Source: an optimization exercise on an open RTL-to-GDS flow (aim: small area, a short achievable clock period and few clock cycles per item). Production flows keep margins and buffers that such runs may drop. Function was checked by simulation only, so behaviour that the tests miss may differ from the original. No activity file was given, so power comes from the tool's default toggle rates.

// se05x_rx_check
module se05x_rx_check (
    input  wire        clk,
    input  wire        rst,             
    input  wire        in_valid,
    output wire        in_ready,
    input  wire [31:0] in_data,
    output reg         res_valid,
    output reg  [3:0]  res_status,      
    output reg  [1:0]  res_kind,        
    output reg  [7:0]  res_pcb,
    output reg  [7:0]  res_len,
    output wire [15:0] res_crc,         
    output wire        res_seq_mismatch,
    output wire        res_rx_seq,      
    output wire        res_wtx,         
    output wire [7:0]  res_wtx_mult
);
Settings: LEC_CHECK=0, CAP_MARGIN=20, CORE_MARGIN=2, CORE_UTILIZATION=40, CTS_BUF_LIST=sky130_fd_sc_hd__clkbuf_4 sky130_fd_sc_hd__clkbuf_8, SETUP_SLACK_MARGIN=1.5, SLEW_MARGIN=20; clock period 5.0 ns.
standard.sh (not shown) runs the stock make flow with config.mk's settings and CLKGATE_MAP_FILE= SYNTH_SCRIPT=/design/flow/synth_recipe.tcl, a recipe that flattens the netlist after the stock synthesis.
==> flow/flow/run.sh <==
#!/bin/bash
# The standard layout (standard.sh) with two changes:
#  - synthesis is flow/my_synth.tcl: synth_recipe.tcl, but keeping the RTL's
#    XOR network as written (see the comment at its top);
#  - the port buffers are buf_2 cells instead of the default choice (a slow
#    delay buffer).
set -euo pipefail
here=$(pwd)
export BUFFER_PORTS_ARGS="-buffer_cell sky130_fd_sc_hd__buf_2"
sed "s#SYNTH_SCRIPT=[^ ]*#SYNTH_SCRIPT=$here/flow/my_synth.tcl#" standard.sh > my_standard.sh
grep -q "SYNTH_SCRIPT=$here/flow/my_synth.tcl" my_standard.sh
bash my_standard.sh > standard.log 2>&1
==> flow/flow/my_synth.tcl <==
# The standard flow's synthesis script (synth_recipe.tcl), except that the XOR network
# is kept as written: Yosys's own generic ABC pass is skipped (synth -noabc),
# and just before ABC's technology mapping the 2-input XOR/XNOR gates are
# mapped to the library's xor2/xnor2 cells (flow/xormap.v), so ABC maps
# only the rest. Registers are untouched by either change.
set ::my_flow_dir [file dirname [file normalize [info script]]]
proc synth {args} { yosys synth -nofsm -noshare -noabc {*}$args }
proc abc {args} {
  yosys techmap -map $::my_flow_dir/xormap.v
  yosys abc {*}$args
}
source $::env(SCRIPTS_DIR)/synth.tcl
# left out here: clear keep_hierarchy, flatten, clean up, hide names made inside functions, write 1_2_yosys.v
==> flow/flow/xormap.v <==
// Map Yosys's 2-input XOR/XNOR gates straight to the library's cells, so
// that ABC keeps the XOR network as the RTL writes it.
module \$_XOR_ (input A, input B, output Y);
  sky130_fd_sc_hd__xor2_1 _TECHMAP_REPLACE_ (.A(A), .B(B), .X(Y));
endmodule
module \$_XNOR_ (input A, input B, output Y);
  sky130_fd_sc_hd__xnor2_1 _TECHMAP_REPLACE_ (.A(A), .B(B), .Y(Y));
endmodule
Testbench counts at the start, summed over its fixed seeds: cycles 37,512, frames 1,280.
Change:
CORE_UTILIZATION = 60   (was 40)
After rerunning:
- synthesized area stays the same
- sequential cell count does not change
- die area shrinks by a quarter to a third
- clock skew is about the same

se05x_rx_check, a different RTL version from the one above (not shown whole).
For scale: roughly 620 cells after synthesis, roughly 0.0054 mm² of cells after synthesis.
==> flow/config.mk <==
export PLATFORM = sky130hd
export DESIGN_NAME = se05x_rx_check
export DESIGN_NICKNAME = se05x_rx_check
export VERILOG_FILES = /design/flow/design.v
export SDC_FILE = /design/flow/constraint.sdc
export NUM_CORES = 4
export LEC_CHECK = 0
export CAP_MARGIN = 20
export CORE_MARGIN = 2
export CORE_UTILIZATION = 60
export CTS_BUF_LIST = sky130_fd_sc_hd__clkbuf_4 sky130_fd_sc_hd__clkbuf_8
export SETUP_SLACK_MARGIN = 1.5
export SLEW_MARGIN = 20
==> flow/constraint.sdc <==
create_clock -name core_clock -period 5.0 [get_ports {clk}]
set_input_delay 1.0000 -clock core_clock [delete_from_list [all_inputs] [get_ports {clk}]]
set_output_delay 1.0000 -clock core_clock [all_outputs]
set_load 0.01 [all_outputs]
Scripts as last shown in full above: flow/flow/run.sh, flow/flow/my_synth.tcl, flow/flow/xormap.v
Testbench counts at the start, summed over its fixed seeds: cycles 37,512, frames 1,280.
Change:
Settings changed: SETUP_SLACK_MARGIN 1.5 to 2.0.
Effect: Clock-buffer cell count stays the same. Global-route usage is higher by 1.7 points. Design area goes up by 9.3%. Via count is higher by 6.8%. First-iteration DRC count came out higher by 26%. Hold slack barely changes. Wire length grows by 7.9%.
Change:
Settings changed: SETUP_SLACK_MARGIN 2.0 to 1.75.
What happened: Via count goes down by 4.1%; area after synthesis does not change; worst setup slack got worse by 42 ps.

Another version of the RTL of se05x_rx_check (not shown whole).
Size: about 60 flip-flops, about 5500 um2 of cells after synthesis.
==> flow/config.mk <==
export PLATFORM = sky130hd
export DESIGN_NAME = se05x_rx_check
export DESIGN_NICKNAME = se05x_rx_check
export VERILOG_FILES = /design/flow/design.v
export SDC_FILE = /design/flow/constraint.sdc
export NUM_CORES = 4
export LEC_CHECK = 0
export CAP_MARGIN = 20
export CORE_MARGIN = 2
export CORE_UTILIZATION = 60
export CTS_BUF_LIST = sky130_fd_sc_hd__clkbuf_4 sky130_fd_sc_hd__clkbuf_8
export SETUP_SLACK_MARGIN = 1.9
export SLEW_MARGIN = 20
==> flow/constraint.sdc <==
create_clock -name core_clock -period 5.0 [get_ports {clk}]
set_input_delay 1.0000 -clock core_clock [delete_from_list [all_inputs] [get_ports {clk}]]
set_output_delay 1.0000 -clock core_clock [all_outputs]
set_load 0.01 [all_outputs]
Scripts as last shown in full above: flow/flow/run.sh, flow/flow/my_synth.tcl, flow/flow/xormap.v
Testbench counts at the start, summed over its fixed seeds: cycles 37,512, frames 1,280.
==> next run, changes <==
Settings changed: SETUP_SLACK_MARGIN 1.9 to 2.0.
The new run produced a clean layout. Clock power went up by about 1%. Wire length went up by 7.8%. Sequential share of layout area went down by 0.83 points. Via count went up by about 3.4%. Setup slack loses 0.087 ns. Non-clock buffer count went up by 7. Cell area went up by 3.7%. Flip-flop and latch count stays the same. Clock-buffer cell count does not change. Power went up by about 4.3%. Utilization went up by 2.8 points.
==> next run, changes <==
Settings changed: SETUP_SLACK_MARGIN 2.0 to 1.75.
=> Power fell by about 6%. Cell count decreases by 2.7%. Combinational power drops by 11%. Global-route usage barely changes. Cell area goes down by about 8%. Core utilization fell by 6.6 points. Synthesized cell count does not change.

==> re-timing with driven ports <==
The flow's constraints put no driver on any port. The routed layouts listed below were extracted and timed again, unchanged, in two steps.
Step 1 sets driving cells, clkbuf_16 on the clock port and buf_2 on the other inputs (assumed; they add their load-dependent delay and slew).
Step 2 moves the port delays by t, midway between the first and last clock arrival at a register: inputs arrive t later, outputs are due t later. That takes back most of the time a late clock gives input paths.
a / b / c = ideal / step 1 / step 2; a / b = the first two.
| run | t (ns) | setup slack, ns | hold WS [ns] |
|---|---|---|---|
| the first run of note 1 | 0.357 | 1.565 / 1.544 / 1.304 | 0.515 / 0.515 / 0.515 |
| the second run of note 1 | 0.351 | 1.575 / 1.589 / 1.238 | 0.498 / 0.498 / 0.498 |
| the first run of note 2 | 0.378 | 1.595 / 1.572 / 1.437 | 0.504 / 0.504 / 0.504 |
| the second run of note 2 | 0.382 | 1.786 / 1.751 / 1.589 | 0.504 / 0.504 / 0.504 |
| the third run of note 2 | 0.381 | 1.744 / 1.708 / 1.485 | 0.498 / 0.498 / 0.498 |
| the first run of note 3 | 0.383 | 1.928 / 1.915 / 1.557 | 0.489 / 0.489 / 0.489 |
| the second run of note 3 | 0.380 | 1.841 / 1.849 / 1.469 | 0.478 / 0.478 / 0.478 |
| the third run of note 3 | 0.379 | 1.794 / 1.776 / 1.503 | 0.477 / 0.477 / 0.477 |
After both steps setup and hold are still met in every run listed. For the second run of note 3, which loses most, drivers alone change the setup slack by +0.008 ns; drivers and shift together by -0.372 ns.
